This design comes from an exercise in tuning for small area, a short achievable clock period and few clock cycles per item on the open sky130 flow, not from production work. Only the layout flow was run in this run; the RTL was not checked for function there. No activity file was given, so power comes from the tool's default toggle rates.

==> design.v <==
module popcount_unit (
    input  wire         clk,
    input  wire         rst,         
    input  wire         in_valid,
    input  wire [1:0]   op,          
    input  wire [127:0] operand,
    output reg          out_valid,
    output reg  [7:0]   result,
    output reg          valid,
    output reg          illegal,
    output reg  [2:0]   strategy
);
    wire fs1;
    wire fc2;
    wire fs3;
    wire fc4;
    wire fs5;
    wire fc6;
    wire fs7;
    wire fc8;
    wire fs9;
    wire fc10;
    wire fs11;
    wire fc12;
    wire fs13;
    wire fc14;
    wire fs15;
    wire fc16;
    wire fs17;
    wire fc18;
    wire fs19;
    wire fc20;
    wire fs21;
    wire fc22;
    wire fs23;
    wire fc24;
    wire fs25;
    wire fc26;
    wire fs27;
    wire fc28;
    wire fs29;
    wire fc30;
    wire fs31;
    wire fc32;
    wire fs33;
    wire fc34;
    wire fs35;
    wire fc36;
    wire fs37;
    wire fc38;
    wire fs39;
    wire fc40;
    wire fs41;
    wire fc42;
    wire fs43;
    wire fc44;
    wire fs45;
    wire fc46;
    wire fs47;
    wire fc48;
    wire fs49;
    wire fc50;
    wire fs51;
    wire fc52;
    wire fs53;
    wire fc54;
    wire fs55;
    wire fc56;
    wire fs57;
    wire fc58;
    wire fs59;
    wire fc60;
    wire fs61;
    wire fc62;
    wire fs63;
    wire fc64;
    wire fs65;
    wire fc66;
    wire fs67;
    wire fc68;
    wire fs69;
    wire fc70;
    wire fs71;
    wire fc72;
    wire fs73;
    wire fc74;
    wire fs75;
    wire fc76;
    wire fs77;
    wire fc78;
    wire fs79;
    wire fc80;
    wire fs81;
    wire fc82;
    wire fs83;
    wire fc84;
    wire fs85;
    wire fc86;
    wire fs87;
    wire fc88;
    wire fs89;
    wire fc90;
    wire fs91;
    wire fc92;
    wire fs93;
    wire fc94;
    wire fs95;
    wire fc96;
    wire fs97;
    wire fc98;
    wire fs99;
    wire fc100;
    wire fs101;
    wire fc102;
    wire fs103;
    wire fc104;
    wire fs105;
    wire fc106;
    wire fs107;
    wire fc108;
    wire fs109;
    wire fc110;
    wire fs111;
    wire fc112;
    wire fs113;
    wire fc114;
    wire fs115;
    wire fc116;
    wire fs117;
    wire fc118;
    wire fs119;
    wire fc120;
    wire fs121;
    wire fc122;
    wire fs123;
    wire fc124;
    wire fs125;
    wire fc126;
    wire fs127;
    wire fc128;
    wire fs129;
    wire fc130;
    wire fs131;
    wire fc132;
    wire fs133;
    wire fc134;
    wire fs135;
    wire fc136;
    wire fs137;
    wire fc138;
    wire fs139;
    wire fc140;
    wire fs141;
    wire fc142;
    wire fs143;
    wire fc144;
    wire fs145;
    wire fc146;
    wire fs147;
    wire fc148;
    wire fs149;
    wire fc150;
    wire fs151;
    wire fc152;
    wire fs153;
    wire fc154;
    wire fs155;
    wire fc156;
    wire fs157;
    wire fc158;
    wire fs159;
    wire fc160;
    wire fs161;
    wire fc162;
    wire fs163;
    wire fc164;
    wire fs165;
    wire fc166;
    wire fs167;
    wire fc168;
    wire fs169;
    wire fc170;
    wire fs171;
    wire fc172;
    wire fs173;
    wire fc174;
    wire fs175;
    wire fc176;
    wire fs177;
    wire fc178;
    wire fs179;
    wire fc180;
    wire fs181;
    wire fc182;
    wire fs183;
    wire fc184;
    wire fs185;
    wire fc186;
    wire fs187;
    wire fc188;
    wire fs189;
    wire fc190;
    wire fs191;
    wire fc192;
    wire fs193;
    wire fc194;
    wire fs195;
    wire fc196;
    wire fs197;
    wire fc198;
    wire fs199;
    wire fc200;
    wire fs201;
    wire fc202;
    wire es203;
    wire ez204;
    wire es205;
    wire ez206;
    wire es207;
    wire ez208;
    wire es209;
    wire ez210;
    wire es211;
    wire ez212;
    wire es213;
    wire ez214;
    wire es215;
    wire ez216;
    wire es217;
    wire ez218;
    wire es219;
    wire ez220;
    wire es221;
    wire ez222;
    wire es223;
    wire ez224;
    wire es225;
    wire ez226;
    wire es227;
    wire ez228;
    wire es229;
    wire ez230;
    wire es231;
    wire ez232;
    wire es233;
    wire ez234;
    wire es235;
    wire ez236;
    wire es237;
    wire ez238;
    wire es239;
    wire ez240;
    wire es241;
    wire ez242;
    wire es243;
    wire ez244;
    wire es245;
    wire ez246;
    wire es247;
    wire ez248;
    wire es249;
    wire ez250;
    wire es251;
    wire ez252;
    wire es253;
    wire ez254;
    wire es255;
    wire ez256;
    wire es257;
    wire ez258;
    wire es259;
    wire ez260;
    wire es261;
    wire ez262;
    wire es263;
    wire ez264;
    wire es265;
    wire ez266;
    wire es267;
    wire ez268;
    wire es269;
    wire ez270;
    wire es271;
    wire ez272;
    wire es273;
    wire ez274;
    wire es275;
    wire ez276;
    wire es277;
    wire ez278;
    wire es279;
    wire ez280;
    wire es281;
    wire ez282;
    wire es283;
    wire ez284;
    wire es285;
    wire ez286;
    wire es287;
    wire ez288;
    wire es289;
    wire ez290;
    wire es291;
    wire ez292;
    wire es293;
    wire ez294;
    wire es295;
    wire ez296;
    wire es297;
    wire ez298;
    wire es299;
    wire ez300;
    wire es301;
    wire ez302;
    wire es303;
    wire ez304;
    wire es305;
    wire ez306;
    wire es307;
    wire ez308;
    wire es309;
    wire ez310;
    wire es311;
    wire ez312;
    wire es313;
    wire ez314;
    wire es315;
    wire ez316;
    wire es317;
    wire ez318;
    wire es319;
    wire ez320;
    wire es321;
    wire ez322;
    wire es323;
    wire ez324;
    wire es325;
    wire ez326;
    wire es327;
    wire ez328;
    wire es329;
    wire ez330;
    wire es331;
    wire ez332;
    wire em333;
    wire es334;
    wire ez335;
    wire em336;
    wire es337;
    wire ez338;
    wire em339;
    wire es340;
    wire ez341;
    wire em342;
    wire es343;
    wire ez344;
    wire em345;
    wire es346;
    wire ez347;
    wire em348;
    wire es349;
    wire ez350;
    wire em351;
    wire es352;
    wire ez353;
    wire em354;
    wire es355;
    wire ez356;
    wire em357;
    wire es358;
    wire ez359;
    wire em360;
    wire es361;
    wire ez362;
    wire em363;
    wire es364;
    wire ez365;
    wire em366;
    wire es367;
    wire ez368;
    wire em369;
    wire es370;
    wire ez371;
    wire em372;
    wire es373;
    wire ez374;
    wire em375;
    wire es376;
    wire ez377;
    wire em378;
    wire es379;
    wire ez380;
    wire em381;
    wire es382;
    wire ez383;
    wire em384;
    wire es385;
    wire ez386;
    wire em387;
    wire es388;
    wire ez389;
    wire em390;
    wire es391;
    wire ez392;
    wire em393;
    wire es394;
    wire ez395;
    wire em396;
    wire es397;
    wire ez398;
    wire em399;
    wire es400;
    wire ez401;
    wire em402;
    wire es403;
    wire ez404;
    wire em405;
    wire es406;
    wire ez407;
    wire em408;
    wire es409;
    wire ez410;
    wire em411;
    wire es412;
    wire ez413;
    wire em414;
    wire es415;
    wire ez416;
    wire em417;
    wire es418;
    wire ez419;
    wire em420;
    wire es421;
    wire ez422;
    wire em423;
    wire es424;
    wire ez425;
    wire em426;
    wire es427;
    wire ez428;
    wire em429;
    wire em430;
    wire es431;
    wire ez432;
    wire em433;
    wire em434;
    wire es435;
    wire ez436;
    wire em437;
    wire em438;
    wire es439;
    wire ez440;
    wire em441;
    wire em442;
    wire es443;
    wire ez444;
    wire em445;
    wire em446;
    wire es447;
    wire ez448;
    wire em449;
    wire em450;
    wire es451;
    wire ez452;
    wire em453;
    wire em454;
    wire es455;
    wire ez456;
    wire em457;
    wire em458;
    wire es459;
    wire ez460;
    wire em461;
    wire em462;
    wire es463;
    wire ez464;
    wire em465;
    wire em466;
    wire es467;
    wire ez468;
    wire em469;
    wire em470;
    wire es471;
    wire ez472;
    wire em473;
    wire em474;
    wire es475;
    wire ez476;
    wire em477;
    wire em478;
    wire es479;
    wire ez480;
    wire em481;
    wire em482;
    wire es483;
    wire ez484;
    wire em485;
    wire em486;
    wire es487;
    wire ez488;
    wire em489;
    wire em490;
    wire es491;
    wire ez492;
    wire em493;
    wire em494;
    wire em495;
    wire es496;
    wire ez497;
    wire em498;
    wire em499;
    wire em500;
    wire es501;
    wire ez502;
    wire em503;
    wire em504;
    wire em505;
    wire es506;
    wire ez507;
    wire em508;
    wire em509;
    wire em510;
    wire es511;
    wire ez512;
    wire em513;
    wire em514;
    wire em515;
    wire es516;
    wire ez517;
    wire em518;
    wire em519;
    wire em520;
    wire es521;
    wire ez522;
    wire em523;
    wire em524;
    wire em525;
    wire es526;
    wire ez527;
    wire em528;
    wire em529;
    wire em530;
    wire es531;
    wire ez532;
    wire em533;
    wire em534;
    wire em535;
    wire em536;
    wire es537;
    wire ez538;
    wire em539;
    wire em540;
    wire em541;
    wire em542;
    wire es543;
    wire ez544;
    wire em545;
    wire em546;
    wire em547;
    wire em548;
    wire es549;
    wire ez550;
    wire em551;
    wire em552;
    wire em553;
    wire em554;
    wire es555;
    wire ez556;
    wire em557;
    wire em558;
    wire em559;
    wire em560;
    wire em561;
    wire es562;
    wire ez563;
    wire em564;
    wire em565;
    wire em566;
    wire em567;
    wire em568;
    wire es569;
    wire ez570;
    wire em571;
    wire em572;
    wire em573;
    wire em574;
    wire em575;
    wire em576;
    wire fs577;
    wire fc578;
    wire fs579;
    wire fc580;
    wire fs581;
    wire fc582;
    wire fs583;
    wire fc584;
    wire fs585;
    wire fc586;
    wire fs587;
    wire fc588;
    wire fs589;
    wire fc590;
    wire fs591;
    wire fc592;
    wire fs593;
    wire fc594;
    wire fs595;
    wire fc596;
    wire fs597;
    wire fc598;
    wire fs599;
    wire fc600;
    wire fs601;
    wire fc602;
    wire fs603;
    wire fc604;
    wire fs605;
    wire fc606;
    wire fs607;
    wire fc608;
    wire fs609;
    wire fc610;
    wire fs611;
    wire fc612;
    wire fs613;
    wire fc614;
    wire ispop615;
    wire isscan616;
    wire ra617;
    wire rb618;
    wire ra619;
    wire ra620;
    wire ra621;
    wire ra622;
    wire ra623;
    wire ra624;
    wire ra625;
    wire vl626;
    wire il627;
    reg pc0_r1_0;
    reg pc0_r1_1;
    reg pc1_r1_2;
    reg pc1_r1_3;
    reg pc1_r1_4;
    reg pc1_r1_5;
    reg pc1_r1_6;
    reg pc1_r1_7;
    reg pc1_r1_8;
    reg pc2_r1_9;
    reg pc2_r1_10;
    reg pc2_r1_11;
    reg pc2_r1_12;
    reg pc2_r1_13;
    reg pc2_r1_14;
    reg pc2_r1_15;
    reg pc2_r1_16;
    reg pc2_r1_17;
    reg pc2_r1_18;
    reg pc3_r1_19;
    reg pc3_r1_20;
    reg pc3_r1_21;
    reg pc3_r1_22;
    reg pc3_r1_23;
    reg pc3_r1_24;
    reg pc3_r1_25;
    reg pc4_r1_26;
    reg ez_r1_27;
    reg ei_r1_28;
    reg ei_r1_29;
    reg ei_r1_30;
    reg ei_r1_31;
    reg ei_r1_32;
    reg ei_r1_33;
    reg ei_r1_34;
    reg op0_r1_35;
    reg op1_r1_36;
    reg ra0_r2_37;
    reg rb0_r2_38;
    reg ra1_r2_39;
    reg ra2_r2_40;
    reg ra3_r2_41;
    reg ra4_r2_42;
    reg ra5_r2_43;
    reg ra6_r2_44;
    reg valid_r2_45;
    reg ill_r2_46;
    reg ispop_r2_47;
    reg vld_r1, vld_r2;
    fa3 u_fs1 (.a(operand[0]), .b(operand[100]), .c(operand[101]), .s(fs1), .co(fc2));
    fa3 u_fs3 (.a(operand[102]), .b(operand[103]), .c(operand[104]), .s(fs3), .co(fc4));
    fa3 u_fs5 (.a(operand[105]), .b(operand[106]), .c(operand[107]), .s(fs5), .co(fc6));
    fa3 u_fs7 (.a(operand[108]), .b(operand[109]), .c(operand[10]), .s(fs7), .co(fc8));
    fa3 u_fs9 (.a(operand[110]), .b(operand[111]), .c(operand[112]), .s(fs9), .co(fc10));
    fa3 u_fs11 (.a(operand[113]), .b(operand[114]), .c(operand[115]), .s(fs11), .co(fc12));
    fa3 u_fs13 (.a(operand[116]), .b(operand[117]), .c(operand[118]), .s(fs13), .co(fc14));
    fa3 u_fs15 (.a(operand[119]), .b(operand[11]), .c(operand[120]), .s(fs15), .co(fc16));
    fa3 u_fs17 (.a(operand[121]), .b(operand[122]), .c(operand[123]), .s(fs17), .co(fc18));
    fa3 u_fs19 (.a(operand[124]), .b(operand[125]), .c(operand[126]), .s(fs19), .co(fc20));
    fa3 u_fs21 (.a(operand[127]), .b(operand[12]), .c(operand[13]), .s(fs21), .co(fc22));
    fa3 u_fs23 (.a(operand[14]), .b(operand[15]), .c(operand[16]), .s(fs23), .co(fc24));
    fa3 u_fs25 (.a(operand[17]), .b(operand[18]), .c(operand[19]), .s(fs25), .co(fc26));
    fa3 u_fs27 (.a(operand[1]), .b(operand[20]), .c(operand[21]), .s(fs27), .co(fc28));
    fa3 u_fs29 (.a(operand[22]), .b(operand[23]), .c(operand[24]), .s(fs29), .co(fc30));
    fa3 u_fs31 (.a(operand[25]), .b(operand[26]), .c(operand[27]), .s(fs31), .co(fc32));
    fa3 u_fs33 (.a(operand[28]), .b(operand[29]), .c(operand[2]), .s(fs33), .co(fc34));
    fa3 u_fs35 (.a(operand[30]), .b(operand[31]), .c(operand[32]), .s(fs35), .co(fc36));
    fa3 u_fs37 (.a(operand[33]), .b(operand[34]), .c(operand[35]), .s(fs37), .co(fc38));
    fa3 u_fs39 (.a(operand[36]), .b(operand[37]), .c(operand[38]), .s(fs39), .co(fc40));
    fa3 u_fs41 (.a(operand[39]), .b(operand[3]), .c(operand[40]), .s(fs41), .co(fc42));
    fa3 u_fs43 (.a(operand[41]), .b(operand[42]), .c(operand[43]), .s(fs43), .co(fc44));
    fa3 u_fs45 (.a(operand[44]), .b(operand[45]), .c(operand[46]), .s(fs45), .co(fc46));
    fa3 u_fs47 (.a(operand[47]), .b(operand[48]), .c(operand[49]), .s(fs47), .co(fc48));
    fa3 u_fs49 (.a(operand[4]), .b(operand[50]), .c(operand[51]), .s(fs49), .co(fc50));
    fa3 u_fs51 (.a(operand[52]), .b(operand[53]), .c(operand[54]), .s(fs51), .co(fc52));
    fa3 u_fs53 (.a(operand[55]), .b(operand[56]), .c(operand[57]), .s(fs53), .co(fc54));
    fa3 u_fs55 (.a(operand[58]), .b(operand[59]), .c(operand[5]), .s(fs55), .co(fc56));
    fa3 u_fs57 (.a(operand[60]), .b(operand[61]), .c(operand[62]), .s(fs57), .co(fc58));
    fa3 u_fs59 (.a(operand[63]), .b(operand[64]), .c(operand[65]), .s(fs59), .co(fc60));
    fa3 u_fs61 (.a(operand[66]), .b(operand[67]), .c(operand[68]), .s(fs61), .co(fc62));
    fa3 u_fs63 (.a(operand[69]), .b(operand[6]), .c(operand[70]), .s(fs63), .co(fc64));
    fa3 u_fs65 (.a(operand[71]), .b(operand[72]), .c(operand[73]), .s(fs65), .co(fc66));
    fa3 u_fs67 (.a(operand[74]), .b(operand[75]), .c(operand[76]), .s(fs67), .co(fc68));
    fa3 u_fs69 (.a(operand[77]), .b(operand[78]), .c(operand[79]), .s(fs69), .co(fc70));
    fa3 u_fs71 (.a(operand[7]), .b(operand[80]), .c(operand[81]), .s(fs71), .co(fc72));
    fa3 u_fs73 (.a(operand[82]), .b(operand[83]), .c(operand[84]), .s(fs73), .co(fc74));
    fa3 u_fs75 (.a(operand[85]), .b(operand[86]), .c(operand[87]), .s(fs75), .co(fc76));
    fa3 u_fs77 (.a(operand[88]), .b(operand[89]), .c(operand[8]), .s(fs77), .co(fc78));
    fa3 u_fs79 (.a(operand[90]), .b(operand[91]), .c(operand[92]), .s(fs79), .co(fc80));
    fa3 u_fs81 (.a(operand[93]), .b(operand[94]), .c(operand[95]), .s(fs81), .co(fc82));
    fa3 u_fs83 (.a(operand[96]), .b(operand[97]), .c(operand[98]), .s(fs83), .co(fc84));
    fa3 u_fs85 (.a(fc10), .b(fc12), .c(fc14), .s(fs85), .co(fc86));
    fa3 u_fs87 (.a(fc16), .b(fc18), .c(fc2), .s(fs87), .co(fc88));
    fa3 u_fs89 (.a(fc20), .b(fc22), .c(fc24), .s(fs89), .co(fc90));
    fa3 u_fs91 (.a(fc26), .b(fc28), .c(fc30), .s(fs91), .co(fc92));
    fa3 u_fs93 (.a(fc32), .b(fc34), .c(fc36), .s(fs93), .co(fc94));
    fa3 u_fs95 (.a(fc38), .b(fc4), .c(fc40), .s(fs95), .co(fc96));
    fa3 u_fs97 (.a(fc42), .b(fc44), .c(fc46), .s(fs97), .co(fc98));
    fa3 u_fs99 (.a(fc48), .b(fc50), .c(fc52), .s(fs99), .co(fc100));
    fa3 u_fs101 (.a(fc54), .b(fc56), .c(fc58), .s(fs101), .co(fc102));
    fa3 u_fs103 (.a(fc6), .b(fc60), .c(fc62), .s(fs103), .co(fc104));
    fa3 u_fs105 (.a(fc64), .b(fc66), .c(fc68), .s(fs105), .co(fc106));
    fa3 u_fs107 (.a(fc70), .b(fc72), .c(fc74), .s(fs107), .co(fc108));
    fa3 u_fs109 (.a(fc76), .b(fc78), .c(fc8), .s(fs109), .co(fc110));
    fa3 u_fs111 (.a(fc80), .b(fc82), .c(fc84), .s(fs111), .co(fc112));
    fa3 u_fs113 (.a(operand[99]), .b(operand[9]), .c(fs1), .s(fs113), .co(fc114));
    fa3 u_fs115 (.a(fs11), .b(fs13), .c(fs15), .s(fs115), .co(fc116));
    fa3 u_fs117 (.a(fs17), .b(fs19), .c(fs21), .s(fs117), .co(fc118));
    fa3 u_fs119 (.a(fs23), .b(fs25), .c(fs27), .s(fs119), .co(fc120));
    fa3 u_fs121 (.a(fs29), .b(fs3), .c(fs31), .s(fs121), .co(fc122));
    fa3 u_fs123 (.a(fs33), .b(fs35), .c(fs37), .s(fs123), .co(fc124));
    fa3 u_fs125 (.a(fs39), .b(fs41), .c(fs43), .s(fs125), .co(fc126));
    fa3 u_fs127 (.a(fs45), .b(fs47), .c(fs49), .s(fs127), .co(fc128));
    fa3 u_fs129 (.a(fs5), .b(fs51), .c(fs53), .s(fs129), .co(fc130));
    fa3 u_fs131 (.a(fs55), .b(fs57), .c(fs59), .s(fs131), .co(fc132));
    fa3 u_fs133 (.a(fs61), .b(fs63), .c(fs65), .s(fs133), .co(fc134));
    fa3 u_fs135 (.a(fs67), .b(fs69), .c(fs7), .s(fs135), .co(fc136));
    fa3 u_fs137 (.a(fs71), .b(fs73), .c(fs75), .s(fs137), .co(fc138));
    fa3 u_fs139 (.a(fs77), .b(fs79), .c(fs81), .s(fs139), .co(fc140));
    fa3 u_fs141 (.a(fc100), .b(fc102), .c(fc104), .s(fs141), .co(fc142));
    fa3 u_fs143 (.a(fc106), .b(fc108), .c(fc110), .s(fs143), .co(fc144));
    fa3 u_fs145 (.a(fc112), .b(fc86), .c(fc88), .s(fs145), .co(fc146));
    fa3 u_fs147 (.a(fc90), .b(fc92), .c(fc94), .s(fs147), .co(fc148));
    fa3 u_fs149 (.a(fc114), .b(fc116), .c(fc118), .s(fs149), .co(fc150));
    fa3 u_fs151 (.a(fc120), .b(fc122), .c(fc124), .s(fs151), .co(fc152));
    fa3 u_fs153 (.a(fc126), .b(fc128), .c(fc130), .s(fs153), .co(fc154));
    fa3 u_fs155 (.a(fc132), .b(fc134), .c(fc136), .s(fs155), .co(fc156));
    fa3 u_fs157 (.a(fc138), .b(fc140), .c(fs101), .s(fs157), .co(fc158));
    fa3 u_fs159 (.a(fs103), .b(fs105), .c(fs107), .s(fs159), .co(fc160));
    fa3 u_fs161 (.a(fs109), .b(fs111), .c(fs85), .s(fs161), .co(fc162));
    fa3 u_fs163 (.a(fs87), .b(fs89), .c(fs91), .s(fs163), .co(fc164));
    fa3 u_fs165 (.a(fs93), .b(fs95), .c(fs97), .s(fs165), .co(fc166));
    fa3 u_fs167 (.a(fs83), .b(fs9), .c(fs113), .s(fs167), .co(fc168));
    fa3 u_fs169 (.a(fs115), .b(fs117), .c(fs119), .s(fs169), .co(fc170));
    fa3 u_fs171 (.a(fs121), .b(fs123), .c(fs125), .s(fs171), .co(fc172));
    fa3 u_fs173 (.a(fs127), .b(fs129), .c(fs131), .s(fs173), .co(fc174));
    fa3 u_fs175 (.a(fs133), .b(fs135), .c(fs137), .s(fs175), .co(fc176));
    fa3 u_fs177 (.a(fc142), .b(fc144), .c(fc146), .s(fs177), .co(fc178));
    fa3 u_fs179 (.a(fc96), .b(fc98), .c(fc150), .s(fs179), .co(fc180));
    fa3 u_fs181 (.a(fc152), .b(fc154), .c(fc156), .s(fs181), .co(fc182));
    fa3 u_fs183 (.a(fc158), .b(fc160), .c(fc162), .s(fs183), .co(fc184));
    fa3 u_fs185 (.a(fc164), .b(fc166), .c(fs141), .s(fs185), .co(fc186));
    fa3 u_fs187 (.a(fs143), .b(fs145), .c(fs147), .s(fs187), .co(fc188));
    fa3 u_fs189 (.a(fs99), .b(fc168), .c(fc170), .s(fs189), .co(fc190));
    fa3 u_fs191 (.a(fc172), .b(fc174), .c(fc176), .s(fs191), .co(fc192));
    fa3 u_fs193 (.a(fs149), .b(fs151), .c(fs153), .s(fs193), .co(fc194));
    fa3 u_fs195 (.a(fs155), .b(fs157), .c(fs159), .s(fs195), .co(fc196));
    fa3 u_fs197 (.a(fs161), .b(fs163), .c(fs165), .s(fs197), .co(fc198));
    fa3 u_fs199 (.a(fs139), .b(fs167), .c(fs169), .s(fs199), .co(fc200));
    fa3 u_fs201 (.a(fs171), .b(fs173), .c(fs175), .s(fs201), .co(fc202));
    assign es203 = op[1] ? operand[1] : ~operand[0];
    assign ez204 = operand[0] | operand[1];
    assign es205 = op[1] ? operand[3] : ~operand[2];
    assign ez206 = operand[2] | operand[3];
    assign es207 = op[1] ? operand[5] : ~operand[4];
    assign ez208 = operand[4] | operand[5];
    assign es209 = op[1] ? operand[7] : ~operand[6];
    assign ez210 = operand[6] | operand[7];
    assign es211 = op[1] ? operand[9] : ~operand[8];
    assign ez212 = operand[8] | operand[9];
    assign es213 = op[1] ? operand[11] : ~operand[10];
    assign ez214 = operand[10] | operand[11];
    assign es215 = op[1] ? operand[13] : ~operand[12];
    assign ez216 = operand[12] | operand[13];
    assign es217 = op[1] ? operand[15] : ~operand[14];
    assign ez218 = operand[14] | operand[15];
    assign es219 = op[1] ? operand[17] : ~operand[16];
    assign ez220 = operand[16] | operand[17];
    assign es221 = op[1] ? operand[19] : ~operand[18];
    assign ez222 = operand[18] | operand[19];
    assign es223 = op[1] ? operand[21] : ~operand[20];
    assign ez224 = operand[20] | operand[21];
    assign es225 = op[1] ? operand[23] : ~operand[22];
    assign ez226 = operand[22] | operand[23];
    assign es227 = op[1] ? operand[25] : ~operand[24];
    assign ez228 = operand[24] | operand[25];
    assign es229 = op[1] ? operand[27] : ~operand[26];
    assign ez230 = operand[26] | operand[27];
    assign es231 = op[1] ? operand[29] : ~operand[28];
    assign ez232 = operand[28] | operand[29];
    assign es233 = op[1] ? operand[31] : ~operand[30];
    assign ez234 = operand[30] | operand[31];
    assign es235 = op[1] ? operand[33] : ~operand[32];
    assign ez236 = operand[32] | operand[33];
    assign es237 = op[1] ? operand[35] : ~operand[34];
    assign ez238 = operand[34] | operand[35];
    assign es239 = op[1] ? operand[37] : ~operand[36];
    assign ez240 = operand[36] | operand[37];
    assign es241 = op[1] ? operand[39] : ~operand[38];
    assign ez242 = operand[38] | operand[39];
    assign es243 = op[1] ? operand[41] : ~operand[40];
    assign ez244 = operand[40] | operand[41];
    assign es245 = op[1] ? operand[43] : ~operand[42];
    assign ez246 = operand[42] | operand[43];
    assign es247 = op[1] ? operand[45] : ~operand[44];
    assign ez248 = operand[44] | operand[45];
    assign es249 = op[1] ? operand[47] : ~operand[46];
    assign ez250 = operand[46] | operand[47];
    assign es251 = op[1] ? operand[49] : ~operand[48];
    assign ez252 = operand[48] | operand[49];
    assign es253 = op[1] ? operand[51] : ~operand[50];
    assign ez254 = operand[50] | operand[51];
    assign es255 = op[1] ? operand[53] : ~operand[52];
    assign ez256 = operand[52] | operand[53];
    assign es257 = op[1] ? operand[55] : ~operand[54];
    assign ez258 = operand[54] | operand[55];
    assign es259 = op[1] ? operand[57] : ~operand[56];
    assign ez260 = operand[56] | operand[57];
    assign es261 = op[1] ? operand[59] : ~operand[58];
    assign ez262 = operand[58] | operand[59];
    assign es263 = op[1] ? operand[61] : ~operand[60];
    assign ez264 = operand[60] | operand[61];
    assign es265 = op[1] ? operand[63] : ~operand[62];
    assign ez266 = operand[62] | operand[63];
    assign es267 = op[1] ? operand[65] : ~operand[64];
    assign ez268 = operand[64] | operand[65];
    assign es269 = op[1] ? operand[67] : ~operand[66];
    assign ez270 = operand[66] | operand[67];
    assign es271 = op[1] ? operand[69] : ~operand[68];
    assign ez272 = operand[68] | operand[69];
    assign es273 = op[1] ? operand[71] : ~operand[70];
    assign ez274 = operand[70] | operand[71];
    assign es275 = op[1] ? operand[73] : ~operand[72];
    assign ez276 = operand[72] | operand[73];
    assign es277 = op[1] ? operand[75] : ~operand[74];
    assign ez278 = operand[74] | operand[75];
    assign es279 = op[1] ? operand[77] : ~operand[76];
    assign ez280 = operand[76] | operand[77];
    assign es281 = op[1] ? operand[79] : ~operand[78];
    assign ez282 = operand[78] | operand[79];
    assign es283 = op[1] ? operand[81] : ~operand[80];
    assign ez284 = operand[80] | operand[81];
    assign es285 = op[1] ? operand[83] : ~operand[82];
    assign ez286 = operand[82] | operand[83];
    assign es287 = op[1] ? operand[85] : ~operand[84];
    assign ez288 = operand[84] | operand[85];
    assign es289 = op[1] ? operand[87] : ~operand[86];
    assign ez290 = operand[86] | operand[87];
    assign es291 = op[1] ? operand[89] : ~operand[88];
    assign ez292 = operand[88] | operand[89];
    assign es293 = op[1] ? operand[91] : ~operand[90];
    assign ez294 = operand[90] | operand[91];
    assign es295 = op[1] ? operand[93] : ~operand[92];
    assign ez296 = operand[92] | operand[93];
    assign es297 = op[1] ? operand[95] : ~operand[94];
    assign ez298 = operand[94] | operand[95];
    assign es299 = op[1] ? operand[97] : ~operand[96];
    assign ez300 = operand[96] | operand[97];
    assign es301 = op[1] ? operand[99] : ~operand[98];
    assign ez302 = operand[98] | operand[99];
    assign es303 = op[1] ? operand[101] : ~operand[100];
    assign ez304 = operand[100] | operand[101];
    assign es305 = op[1] ? operand[103] : ~operand[102];
    assign ez306 = operand[102] | operand[103];
    assign es307 = op[1] ? operand[105] : ~operand[104];
    assign ez308 = operand[104] | operand[105];
    assign es309 = op[1] ? operand[107] : ~operand[106];
    assign ez310 = operand[106] | operand[107];
    assign es311 = op[1] ? operand[109] : ~operand[108];
    assign ez312 = operand[108] | operand[109];
    assign es313 = op[1] ? operand[111] : ~operand[110];
    assign ez314 = operand[110] | operand[111];
    assign es315 = op[1] ? operand[113] : ~operand[112];
    assign ez316 = operand[112] | operand[113];
    assign es317 = op[1] ? operand[115] : ~operand[114];
    assign ez318 = operand[114] | operand[115];
    assign es319 = op[1] ? operand[117] : ~operand[116];
    assign ez320 = operand[116] | operand[117];
    assign es321 = op[1] ? operand[119] : ~operand[118];
    assign ez322 = operand[118] | operand[119];
    assign es323 = op[1] ? operand[121] : ~operand[120];
    assign ez324 = operand[120] | operand[121];
    assign es325 = op[1] ? operand[123] : ~operand[122];
    assign ez326 = operand[122] | operand[123];
    assign es327 = op[1] ? operand[125] : ~operand[124];
    assign ez328 = operand[124] | operand[125];
    assign es329 = op[1] ? operand[127] : ~operand[126];
    assign ez330 = operand[126] | operand[127];
    assign es331 = op[1] ? ez206 : ~ez204;
    assign ez332 = ez204 | ez206;
    assign em333 = es331 ? es205 : es203;
    assign es334 = op[1] ? ez210 : ~ez208;
    assign ez335 = ez208 | ez210;
    assign em336 = es334 ? es209 : es207;
    assign es337 = op[1] ? ez214 : ~ez212;
    assign ez338 = ez212 | ez214;
    assign em339 = es337 ? es213 : es211;
    assign es340 = op[1] ? ez218 : ~ez216;
    assign ez341 = ez216 | ez218;
    assign em342 = es340 ? es217 : es215;
    assign es343 = op[1] ? ez222 : ~ez220;
    assign ez344 = ez220 | ez222;
    assign em345 = es343 ? es221 : es219;
    assign es346 = op[1] ? ez226 : ~ez224;
    assign ez347 = ez224 | ez226;
    assign em348 = es346 ? es225 : es223;
    assign es349 = op[1] ? ez230 : ~ez228;
    assign ez350 = ez228 | ez230;
    assign em351 = es349 ? es229 : es227;
    assign es352 = op[1] ? ez234 : ~ez232;
    assign ez353 = ez232 | ez234;
    assign em354 = es352 ? es233 : es231;
    assign es355 = op[1] ? ez238 : ~ez236;
    assign ez356 = ez236 | ez238;
    assign em357 = es355 ? es237 : es235;
    assign es358 = op[1] ? ez242 : ~ez240;
    assign ez359 = ez240 | ez242;
    assign em360 = es358 ? es241 : es239;
    assign es361 = op[1] ? ez246 : ~ez244;
    assign ez362 = ez244 | ez246;
    assign em363 = es361 ? es245 : es243;
    assign es364 = op[1] ? ez250 : ~ez248;
    assign ez365 = ez248 | ez250;
    assign em366 = es364 ? es249 : es247;
    assign es367 = op[1] ? ez254 : ~ez252;
    assign ez368 = ez252 | ez254;
    assign em369 = es367 ? es253 : es251;
    assign es370 = op[1] ? ez258 : ~ez256;
    assign ez371 = ez256 | ez258;
    assign em372 = es370 ? es257 : es255;
    assign es373 = op[1] ? ez262 : ~ez260;
    assign ez374 = ez260 | ez262;
    assign em375 = es373 ? es261 : es259;
    assign es376 = op[1] ? ez266 : ~ez264;
    assign ez377 = ez264 | ez266;
    assign em378 = es376 ? es265 : es263;
    assign es379 = op[1] ? ez270 : ~ez268;
    assign ez380 = ez268 | ez270;
    assign em381 = es379 ? es269 : es267;
    assign es382 = op[1] ? ez274 : ~ez272;
    assign ez383 = ez272 | ez274;
    assign em384 = es382 ? es273 : es271;
    assign es385 = op[1] ? ez278 : ~ez276;
    assign ez386 = ez276 | ez278;
    assign em387 = es385 ? es277 : es275;
    assign es388 = op[1] ? ez282 : ~ez280;
    assign ez389 = ez280 | ez282;
    assign em390 = es388 ? es281 : es279;
    assign es391 = op[1] ? ez286 : ~ez284;
    assign ez392 = ez284 | ez286;
    assign em393 = es391 ? es285 : es283;
    assign es394 = op[1] ? ez290 : ~ez288;
    assign ez395 = ez288 | ez290;
    assign em396 = es394 ? es289 : es287;
    assign es397 = op[1] ? ez294 : ~ez292;
    assign ez398 = ez292 | ez294;
    assign em399 = es397 ? es293 : es291;
    assign es400 = op[1] ? ez298 : ~ez296;
    assign ez401 = ez296 | ez298;
    assign em402 = es400 ? es297 : es295;
    assign es403 = op[1] ? ez302 : ~ez300;
    assign ez404 = ez300 | ez302;
    assign em405 = es403 ? es301 : es299;
    assign es406 = op[1] ? ez306 : ~ez304;
    assign ez407 = ez304 | ez306;
    assign em408 = es406 ? es305 : es303;
    assign es409 = op[1] ? ez310 : ~ez308;
    assign ez410 = ez308 | ez310;
    assign em411 = es409 ? es309 : es307;
    assign es412 = op[1] ? ez314 : ~ez312;
    assign ez413 = ez312 | ez314;
    assign em414 = es412 ? es313 : es311;
    assign es415 = op[1] ? ez318 : ~ez316;
    assign ez416 = ez316 | ez318;
    assign em417 = es415 ? es317 : es315;
    assign es418 = op[1] ? ez322 : ~ez320;
    assign ez419 = ez320 | ez322;
    assign em420 = es418 ? es321 : es319;
    assign es421 = op[1] ? ez326 : ~ez324;
    assign ez422 = ez324 | ez326;
    assign em423 = es421 ? es325 : es323;
    assign es424 = op[1] ? ez330 : ~ez328;
    assign ez425 = ez328 | ez330;
    assign em426 = es424 ? es329 : es327;
    assign es427 = op[1] ? ez335 : ~ez332;
    assign ez428 = ez332 | ez335;
    assign em429 = es427 ? em336 : em333;
    assign em430 = es427 ? es334 : es331;
    assign es431 = op[1] ? ez341 : ~ez338;
    assign ez432 = ez338 | ez341;
    assign em433 = es431 ? em342 : em339;
    assign em434 = es431 ? es340 : es337;
    assign es435 = op[1] ? ez347 : ~ez344;
    assign ez436 = ez344 | ez347;
    assign em437 = es435 ? em348 : em345;
    assign em438 = es435 ? es346 : es343;
    assign es439 = op[1] ? ez353 : ~ez350;
    assign ez440 = ez350 | ez353;
    assign em441 = es439 ? em354 : em351;
    assign em442 = es439 ? es352 : es349;
    assign es443 = op[1] ? ez359 : ~ez356;
    assign ez444 = ez356 | ez359;
    assign em445 = es443 ? em360 : em357;
    assign em446 = es443 ? es358 : es355;
    assign es447 = op[1] ? ez365 : ~ez362;
    assign ez448 = ez362 | ez365;
    assign em449 = es447 ? em366 : em363;
    assign em450 = es447 ? es364 : es361;
    assign es451 = op[1] ? ez371 : ~ez368;
    assign ez452 = ez368 | ez371;
    assign em453 = es451 ? em372 : em369;
    assign em454 = es451 ? es370 : es367;
    assign es455 = op[1] ? ez377 : ~ez374;
    assign ez456 = ez374 | ez377;
    assign em457 = es455 ? em378 : em375;
    assign em458 = es455 ? es376 : es373;
    assign es459 = op[1] ? ez383 : ~ez380;
    assign ez460 = ez380 | ez383;
    assign em461 = es459 ? em384 : em381;
    assign em462 = es459 ? es382 : es379;
    assign es463 = op[1] ? ez389 : ~ez386;
    assign ez464 = ez386 | ez389;
    assign em465 = es463 ? em390 : em387;
    assign em466 = es463 ? es388 : es385;
    assign es467 = op[1] ? ez395 : ~ez392;
    assign ez468 = ez392 | ez395;
    assign em469 = es467 ? em396 : em393;
    assign em470 = es467 ? es394 : es391;
    assign es471 = op[1] ? ez401 : ~ez398;
    assign ez472 = ez398 | ez401;
    assign em473 = es471 ? em402 : em399;
    assign em474 = es471 ? es400 : es397;
    assign es475 = op[1] ? ez407 : ~ez404;
    assign ez476 = ez404 | ez407;
    assign em477 = es475 ? em408 : em405;
    assign em478 = es475 ? es406 : es403;
    assign es479 = op[1] ? ez413 : ~ez410;
    assign ez480 = ez410 | ez413;
    assign em481 = es479 ? em414 : em411;
    assign em482 = es479 ? es412 : es409;
    assign es483 = op[1] ? ez419 : ~ez416;
    assign ez484 = ez416 | ez419;
    assign em485 = es483 ? em420 : em417;
    assign em486 = es483 ? es418 : es415;
    assign es487 = op[1] ? ez425 : ~ez422;
    assign ez488 = ez422 | ez425;
    assign em489 = es487 ? em426 : em423;
    assign em490 = es487 ? es424 : es421;
    assign es491 = op[1] ? ez432 : ~ez428;
    assign ez492 = ez428 | ez432;
    assign em493 = es491 ? em433 : em429;
    assign em494 = es491 ? em434 : em430;
    assign em495 = es491 ? es431 : es427;
    assign es496 = op[1] ? ez440 : ~ez436;
    assign ez497 = ez436 | ez440;
    assign em498 = es496 ? em441 : em437;
    assign em499 = es496 ? em442 : em438;
    assign em500 = es496 ? es439 : es435;
    assign es501 = op[1] ? ez448 : ~ez444;
    assign ez502 = ez444 | ez448;
    assign em503 = es501 ? em449 : em445;
    assign em504 = es501 ? em450 : em446;
    assign em505 = es501 ? es447 : es443;
    assign es506 = op[1] ? ez456 : ~ez452;
    assign ez507 = ez452 | ez456;
    assign em508 = es506 ? em457 : em453;
    assign em509 = es506 ? em458 : em454;
    assign em510 = es506 ? es455 : es451;
    assign es511 = op[1] ? ez464 : ~ez460;
    assign ez512 = ez460 | ez464;
    assign em513 = es511 ? em465 : em461;
    assign em514 = es511 ? em466 : em462;
    assign em515 = es511 ? es463 : es459;
    assign es516 = op[1] ? ez472 : ~ez468;
    assign ez517 = ez468 | ez472;
    assign em518 = es516 ? em473 : em469;
    assign em519 = es516 ? em474 : em470;
    assign em520 = es516 ? es471 : es467;
    assign es521 = op[1] ? ez480 : ~ez476;
    assign ez522 = ez476 | ez480;
    assign em523 = es521 ? em481 : em477;
    assign em524 = es521 ? em482 : em478;
    assign em525 = es521 ? es479 : es475;
    assign es526 = op[1] ? ez488 : ~ez484;
    assign ez527 = ez484 | ez488;
    assign em528 = es526 ? em489 : em485;
    assign em529 = es526 ? em490 : em486;
    assign em530 = es526 ? es487 : es483;
    assign es531 = op[1] ? ez497 : ~ez492;
    assign ez532 = ez492 | ez497;
    assign em533 = es531 ? em498 : em493;
    assign em534 = es531 ? em499 : em494;
    assign em535 = es531 ? em500 : em495;
    assign em536 = es531 ? es496 : es491;
    assign es537 = op[1] ? ez507 : ~ez502;
    assign ez538 = ez502 | ez507;
    assign em539 = es537 ? em508 : em503;
    assign em540 = es537 ? em509 : em504;
    assign em541 = es537 ? em510 : em505;
    assign em542 = es537 ? es506 : es501;
    assign es543 = op[1] ? ez517 : ~ez512;
    assign ez544 = ez512 | ez517;
    assign em545 = es543 ? em518 : em513;
    assign em546 = es543 ? em519 : em514;
    assign em547 = es543 ? em520 : em515;
    assign em548 = es543 ? es516 : es511;
    assign es549 = op[1] ? ez527 : ~ez522;
    assign ez550 = ez522 | ez527;
    assign em551 = es549 ? em528 : em523;
    assign em552 = es549 ? em529 : em524;
    assign em553 = es549 ? em530 : em525;
    assign em554 = es549 ? es526 : es521;
    assign es555 = op[1] ? ez538 : ~ez532;
    assign ez556 = ez532 | ez538;
    assign em557 = es555 ? em539 : em533;
    assign em558 = es555 ? em540 : em534;
    assign em559 = es555 ? em541 : em535;
    assign em560 = es555 ? em542 : em536;
    assign em561 = es555 ? es537 : es531;
    assign es562 = op[1] ? ez550 : ~ez544;
    assign ez563 = ez544 | ez550;
    assign em564 = es562 ? em551 : em545;
    assign em565 = es562 ? em552 : em546;
    assign em566 = es562 ? em553 : em547;
    assign em567 = es562 ? em554 : em548;
    assign em568 = es562 ? es549 : es543;
    assign es569 = op[1] ? ez563 : ~ez556;
    assign ez570 = ez556 | ez563;
    assign em571 = es569 ? em564 : em557;
    assign em572 = es569 ? em565 : em558;
    assign em573 = es569 ? em566 : em559;
    assign em574 = es569 ? em567 : em560;
    assign em575 = es569 ? em568 : em561;
    assign em576 = es569 ? es562 : es555;
    fa3 u_fs577 (.a(pc1_r1_2), .b(pc1_r1_3), .c(pc1_r1_4), .s(fs577), .co(fc578));
    fa3 u_fs579 (.a(pc1_r1_5), .b(pc1_r1_6), .c(pc1_r1_7), .s(fs579), .co(fc580));
    fa3 u_fs581 (.a(pc2_r1_10), .b(pc2_r1_11), .c(pc2_r1_12), .s(fs581), .co(fc582));
    fa3 u_fs583 (.a(pc2_r1_13), .b(pc2_r1_14), .c(pc2_r1_15), .s(fs583), .co(fc584));
    fa3 u_fs585 (.a(pc2_r1_16), .b(pc2_r1_17), .c(pc2_r1_18), .s(fs585), .co(fc586));
    fa3 u_fs587 (.a(pc3_r1_19), .b(pc3_r1_20), .c(pc3_r1_21), .s(fs587), .co(fc588));
    fa3 u_fs589 (.a(pc3_r1_22), .b(pc3_r1_23), .c(pc3_r1_24), .s(fs589), .co(fc590));
    fa3 u_fs591 (.a(pc2_r1_9), .b(fc578), .c(fc580), .s(fs591), .co(fc592));
    fa3 u_fs593 (.a(pc3_r1_25), .b(fc582), .c(fc584), .s(fs593), .co(fc594));
    fa3 u_fs595 (.a(pc4_r1_26), .b(fc588), .c(fc590), .s(fs595), .co(fc596));
    fa3 u_fs597 (.a(pc1_r1_8), .b(fs577), .c(fs579), .s(fs597), .co(fc598));
    fa3 u_fs599 (.a(fs581), .b(fs583), .c(fs585), .s(fs599), .co(fc600));
    fa3 u_fs601 (.a(fc586), .b(fs587), .c(fs589), .s(fs601), .co(fc602));
    fa3 u_fs603 (.a(fc592), .b(fc600), .c(fs593), .s(fs603), .co(fc604));
    fa3 u_fs605 (.a(fc594), .b(fc602), .c(fs595), .s(fs605), .co(fc606));
    fa3 u_fs607 (.a(fc598), .b(fs591), .c(fs599), .s(fs607), .co(fc608));
    fa3 u_fs609 (.a(fs601), .b(fc608), .c(fs603), .s(fs609), .co(fc610));
    fa3 u_fs611 (.a(fc604), .b(fs605), .c(fc610), .s(fs611), .co(fc612));
    fa3 u_fs613 (.a(fc596), .b(fc606), .c(fc612), .s(fs613), .co(fc614));
    assign ispop615 = ~op1_r1_36 & ~op0_r1_35;
    assign isscan616 = (op1_r1_36 ^ op0_r1_35) & ez_r1_27;
    assign ra617 = (ispop615 & pc0_r1_0) | (isscan616 & ei_r1_28);
    assign rb618 = ispop615 & pc0_r1_1;
    assign ra619 = (ispop615 & fs597) | (isscan616 & ei_r1_29);
    assign ra620 = (ispop615 & fs607) | (isscan616 & ei_r1_30);
    assign ra621 = (ispop615 & fs609) | (isscan616 & ei_r1_31);
    assign ra622 = (ispop615 & fs611) | (isscan616 & ei_r1_32);
    assign ra623 = (ispop615 & fs613) | (isscan616 & ei_r1_33);
    assign ra624 = (ispop615 & fc614) | (isscan616 & ei_r1_34);
    assign ra625 = 1'b0;
    assign vl626 = ispop615 | isscan616;
    assign il627 = op1_r1_36 & op0_r1_35;
    always @(posedge clk) begin
        pc0_r1_0 <= fs199;
        pc0_r1_1 <= fs201;
        pc1_r1_2 <= fc200;
        pc1_r1_3 <= fc202;
        pc1_r1_4 <= fs189;
        pc1_r1_5 <= fs191;
        pc1_r1_6 <= fs193;
        pc1_r1_7 <= fs195;
        pc1_r1_8 <= fs197;
        pc2_r1_9 <= fc190;
        pc2_r1_10 <= fc192;
        pc2_r1_11 <= fc194;
        pc2_r1_12 <= fc196;
        pc2_r1_13 <= fc198;
        pc2_r1_14 <= fs179;
        pc2_r1_15 <= fs181;
        pc2_r1_16 <= fs183;
        pc2_r1_17 <= fs185;
        pc2_r1_18 <= fs187;
        pc3_r1_19 <= fc148;
        pc3_r1_20 <= fs177;
        pc3_r1_21 <= fc180;
        pc3_r1_22 <= fc182;
        pc3_r1_23 <= fc184;
        pc3_r1_24 <= fc186;
        pc3_r1_25 <= fc188;
        pc4_r1_26 <= fc178;
        ez_r1_27 <= ez570;
        ei_r1_28 <= em571;
        ei_r1_29 <= em572;
        ei_r1_30 <= em573;
        ei_r1_31 <= em574;
        ei_r1_32 <= em575;
        ei_r1_33 <= em576;
        ei_r1_34 <= es569;
        op0_r1_35 <= op[0];
        op1_r1_36 <= op[1];
        ra0_r2_37 <= ra617;
        rb0_r2_38 <= rb618;
        ra1_r2_39 <= ra619;
        ra2_r2_40 <= ra620;
        ra3_r2_41 <= ra621;
        ra4_r2_42 <= ra622;
        ra5_r2_43 <= ra623;
        ra6_r2_44 <= ra624;
        valid_r2_45 <= vl626;
        ill_r2_46 <= il627;
        ispop_r2_47 <= ispop615;
    end
    always @(posedge clk) begin
        if (rst) begin
            vld_r1 <= 1'b0;
            vld_r2 <= 1'b0;
        end else begin
            vld_r1 <= in_valid;
            vld_r2 <= vld_r1;
        end
    end
    wire [7:0] row_a = {1'b0, ra6_r2_44, ra5_r2_43, ra4_r2_42, ra3_r2_41, ra2_r2_40, ra1_r2_39, ra0_r2_37};
    wire [7:0] row_b = {1'b0, 1'b0, 1'b0, 1'b0, 1'b0, 1'b0, 1'b0, rb0_r2_38};
    wire [7:0] sum = row_a + row_b;
    always @* begin
        out_valid = vld_r2;
        result    = sum;
        valid     = valid_r2_45;
        illegal   = ill_r2_46;
        if (ispop_r2_47)
            strategy = (sum[7:4] == 4'd0) ? 3'b010 : 3'b001;
        else
            strategy = {1'b1, ill_r2_46, ill_r2_46};
    end
endmodule
module fa3 (input wire a, input wire b, input wire c, output wire s, output wire co);
    assign s  = a ^ b ^ c;
    assign co = (a & b) | (a & c) | (b & c);
endmodule
==> run.sh <==
#!/bin/bash
# synth_recipe.tcl (not shown) runs the flow's synth.tcl, then flattens the netlist and writes it again
# the make line also repeats each setting of config.mk as NAME=value (left out here)
make -C /OpenROAD-flow-scripts/flow DESIGN_CONFIG=/design/flow/config.mk WORK_HOME=/design/flow/orfs CLKGATE_MAP_FILE= SYNTH_SCRIPT=/design/flow/synth_recipe.tcl finish
==> config.mk <==
export PLATFORM = sky130hd
export DESIGN_NAME = popcount_unit
export DESIGN_NICKNAME = popcount_unit
export VERILOG_FILES = /design/flow/design.v
export SDC_FILE = /design/flow/constraint.sdc
export NUM_CORES = 4
export LEC_CHECK = 0
export CAP_MARGIN = 20
export CORE_MARGIN = 2
export CORE_UTILIZATION = 60
export SETUP_SLACK_MARGIN = 3.6
export SLEW_MARGIN = 20
export SYNTH_HIERARCHICAL = 1
export SYNTH_MINIMUM_KEEP_SIZE = 0
==> constraint.sdc <==
create_clock -name core_clock -period 7.0 [get_ports {clk}]
set_input_delay 1.4000 -clock core_clock [delete_from_list [all_inputs] [get_ports {clk}]]
set_output_delay 1.4000 -clock core_clock [all_outputs]
set_load 0.01 [all_outputs]
==> flow_summary.toml <==
[floorplan]
start_util_pct = 61.2
fp.dieH_um = 112
fp.dieW_um = 112
rows = 39
core_um2 = 11400
dieArea_um2 = 12500
io_pins = 147

[yosys]
mappedNetlistNets = 966
synth-seq-cells = 50
syn_area_per_cell_um2 = 9.81
ys_seq_area_share_pct = 14.4
syn-cell-area_um2 = 6960
synth-simple-area-share_pct = 18.8
yosysMostFrequentCell = "fa_1"
synth_mux_area_share_pct = 7.81
synth_area_leaders = "fa_1 (35%), dfxtp_1 (14%), mux2i_1 (7.5%)"
syn_inst = 709
synthFlopType = "dfxtp_1"
yosysTopAreaCell = "fa_1"
synth_commonest_cells = "fa_1 (120), mux2i_1 (52), dfxtp_1 (50)"
synthAdderAreaFrac_pct = 35.3
ys_types = 72
synth_top_family_by_area = "adder cells"
synth-compound-area-share_pct = 20.9
yosysWarnings = 7
synth-xor-area-share_pct = 0.630
synth_edf_count = 0
synth_top_area_share_pct = 34.5
synthArstFlopShare_pct = 0

[setup_path]
cp_max_fo = 3
critPathLaunchType = "register"
cp_slowest_cell = "or4b_4"
end_kind = "output pin"
crit_chain = "nand3_1 -> nor2_1 -> xor2_1 -> or4b_4 -> a21boi_2 -> buf_2"
slowest_delay_ns = 0.56
crit_type = "reg -> out"
cp_data_arrival_time_ns = 2.10
worstPathRequired_ns = 5.60

[global_routing]
grtUsageTotal_pct = 38.1
grt_max_degree = 49
grt-ovfl-total = 0
grt_pass1_wl_mm = 37.4
grt_pass1_vias = 7041
antenna_found_initial = 0

[power_and_ir_drop]
vdd_drop_max_mv = 0.314
switchingPower_w = 0.00108
p_sw_share_pct = 43.5
power_frac_comb_pct = 70.0
share_seq_of_total_power_pct = 19.7
power_density_nw_per_um2 = 275
pwr-share-clk_pct = 10.3
leakage_nw = 3.43
internal_power_w = 0.00140

[sta]
final_hold_viol_count = 0
slew_headroom_pct = 64.9
fmax_mhz = 286
fin_crit_ns = 3.50
worstMarginPinSlew_ns = 0.523
clock_skew_ns = 0.00369
fin_crit_sh_pct = 50.0
setup-tns-final_ns = 0
slew_violations = 0
rsz0062_at_grt = "true"
setup_violations = 0

[place]
dp_hpwl_mm = 18.4
place.gp.congestion = 0.966
portBuffers = 146
dp.cells = 975

[detailed_routing]
vias = 6990
drc_errors = 0
via_per_inst = 6.93
firstDrtPassIters = 6
ant_nets = 0
drt_iter0_drc = 1114
wirelength_mm = 23.9
routedWlPerCell_um = 23.7

[clock_tree]
clk_latency_ns = 0.29
htreeDepth = 2
cts_buffers = 5
clk_pin_slew_ns = 0.07
holdBufCountCts = 0
cts_sinks = 50
cts_tree = "built"
cts_buffer_depth = 2
root_buffer = "clkbuf_16"

[layout]
drive_gt1_share_pct = 33.1
fin_util_pct = 79.2
final-instance-count-excl-fill = 1008
antenna_cells = 0
synthToLayoutAreaGrowth_pct = 29.4
fin_nets = 1121

[outcome]
status = "timing/DRC/antenna clean"

[worst_hold_path]
min_path_type = "reg -> reg"

[flow_run]
maxCapViolCount = 0
==> kinds of logic (layout without fill, tap and decap cells) <==
family	count (synthesis)	in the layout
AO/OA/AOI/OAI	210	210
XOR/XNOR	5	5
adder cells (fa/ha/maj)	124	124
buffers and inverters	35	191
flip-flops	50	50
multiplexers	54	54
AND/OR/NAND/NOR	231	231
==> cell type report <==
| type | count | area [um^2] |
|---|---|---|
| sequential | 50 | 1010 |
| fill | 760 | 2370 |
| tap | 143 | 179 |
| multi-input combinational | 624 | 6270 |
| inverter | 9 | 38.8 |
| clock inverter | 3 | 28.8 |
| clock buffer | 5 | 125 |
| timing repair buffer | 174 | 1360 |
==> worst paths after layout <==
| path | to | slack [ns] | cells past startpoint | start |
|---|---|---|---|---|
| setup reg to reg | ra5_r2_43$_DFF_P_ | 3.68 | 7 | pc1_r1_2$_DFF_P_ |
| setup / recovery | strategy[0] | 3.50 | 6 | ra3_r2_41$_DFF_P_ |
| hold reg to reg | rb0_r2_38$_DFF_P_ | 0.45 | 1 | pc0_r1_1$_DFF_P_ |
| hold / removal | rb0_r2_38$_DFF_P_ | 0.45 | 1 | pc0_r1_1$_DFF_P_ |
==> through the flow <==
| stage | setup slack, ns | instance area [um^2] | total power [W] | hold WS [ns] |
|---|---|---|---|---|
| 2_1_floorplan | 3.42 | 7020 | 0.00146 | 0.412 |
| 3_3_place_gp | 2.48 | 8560 | 0.00199 | 0.419 |
| 3_5_place_dp | 2.44 | 8560 | 0.00208 | 0.430 |
| 4_1_cts | 3.51 | 8770 | 0.00235 | 0.447 |
| 5_1_grt | 3.44 | 9000 | 0.00268 | 0.481 |
| 6_report | 3.50 | 9000 | 0.00247 | 0.450 |
==> cells in the final DEF, fill, tap and decap left out, types with 5 or more instances in the layout <==
| master | Yosys | final |
|---|---|---|
| nand2b_1 | 21 | 21 |
| buf_8 | 0 | 9 |
| fa_2 | 0 | 48 |
| mux2i_1 | 52 | 51 |
| and2_1 | 8 | 8 |
| nor4_4 | 1 | 7 |
| o21ai_0 | 41 | 38 |
| or4_1 | 17 | 11 |
| inv_1 | 8 | 8 |
| dfxtp_1 | 50 | 46 |
| buf_6 | 1 | 24 |
| clkdlybuf4s50_1 | 0 | 15 |
| buf_2 | 2 | 83 |
| o31ai_1 | 9 | 9 |
| nor4_1 | 31 | 12 |
| nand2_1 | 37 | 37 |
| o21bai_1 | 20 | 20 |
| a31oi_1 | 6 | 5 |
| buf_4 | 3 | 35 |
| a211oi_1 | 9 | 9 |
| a22o_1 | 9 | 9 |
| a22oi_1 | 23 | 23 |
| a21oi_1 | 40 | 36 |
| fa_1 | 120 | 72 |
| nor2_1 | 46 | 42 |
| or4_4 | 3 | 9 |
| nor3_1 | 25 | 24 |
| clkbuf_16 | 0 | 5 |
| nor4_2 | 2 | 15 |
| nand3_1 | 10 | 8 |
==> modules after synthesis, one instance, submodules excluded <==
module,flops+latches,times used
fa3,0,120
popcount_unit,50,1
==> power groups by stage <==
stage | clock, W | combinational (W) | sequential [W]
2_1_floorplan | 0 | 0.00100 | 0.000459
3_3_place_gp | 0 | 0.00151 | 0.000476
3_5_place_dp | 0 | 0.00160 | 0.000482
4_1_cts | 0.000254 | 0.00161 | 0.000481
5_1_grt | 0.000268 | 0.00191 | 0.000496
6_report | 0.000254 | 0.00173 | 0.000486
==> layer usage <==
layer / vias to the layer above / track usage [%] / part of all wire, %
met5: - / 0 / 0
met4: 0 / 13.8 / 4.3
met3: 93 / 8.87 / 9.8
met2: 481 / 64.4 / 50
met1: 3401 / 48.1 / 36
li1: 3015 / - / -
==> timing repair <==
action / 4_1_cts / 5_1_grt
endpoints found under the setup margin: 36 / 19
hold endpoints to repair: 0 / 0
setup buffers: 15 / 9
gates cloned: 1 / 0
pin swaps: 87 / 42
resized for setup: 628 / 100
==> critical path: cells and delay by family (launching register included) <==
family	cells	cell delay, ns
AND/OR/NAND/NOR	3	0.93
flip-flops	1	0.43
AO/OA/AOI/OAI	1	0.17
buffers and inverters	1	0.14
XOR/XNOR	1	0.13

[separate check: timing with driven ports]
How much do the figures lean on ideal ports? The routed layout below was timed once more, with nothing changed but the port constraints. Step 1: set_driving_cell puts a clkbuf_16 on clk and a buf_2 on each other input, an assumption about the parent block. Step 2 moves the port delays by t, midway between the first and last clock arrival at a register: inputs arrive t later, outputs are due t later. That takes back most of the time a late clock gives input paths. Three values: ideal, step 1, step 2; two values: the first two.
t (ns): 0.333
setup WS [ns]: 3.502 / 3.462 / 3.194
hold WS [ns]: 0.450 / 0.450 / 0.450
After both steps this run still meets setup and hold. For this run, drivers alone change the setup slack by -0.040 ns; drivers and shift together by -0.308 ns.
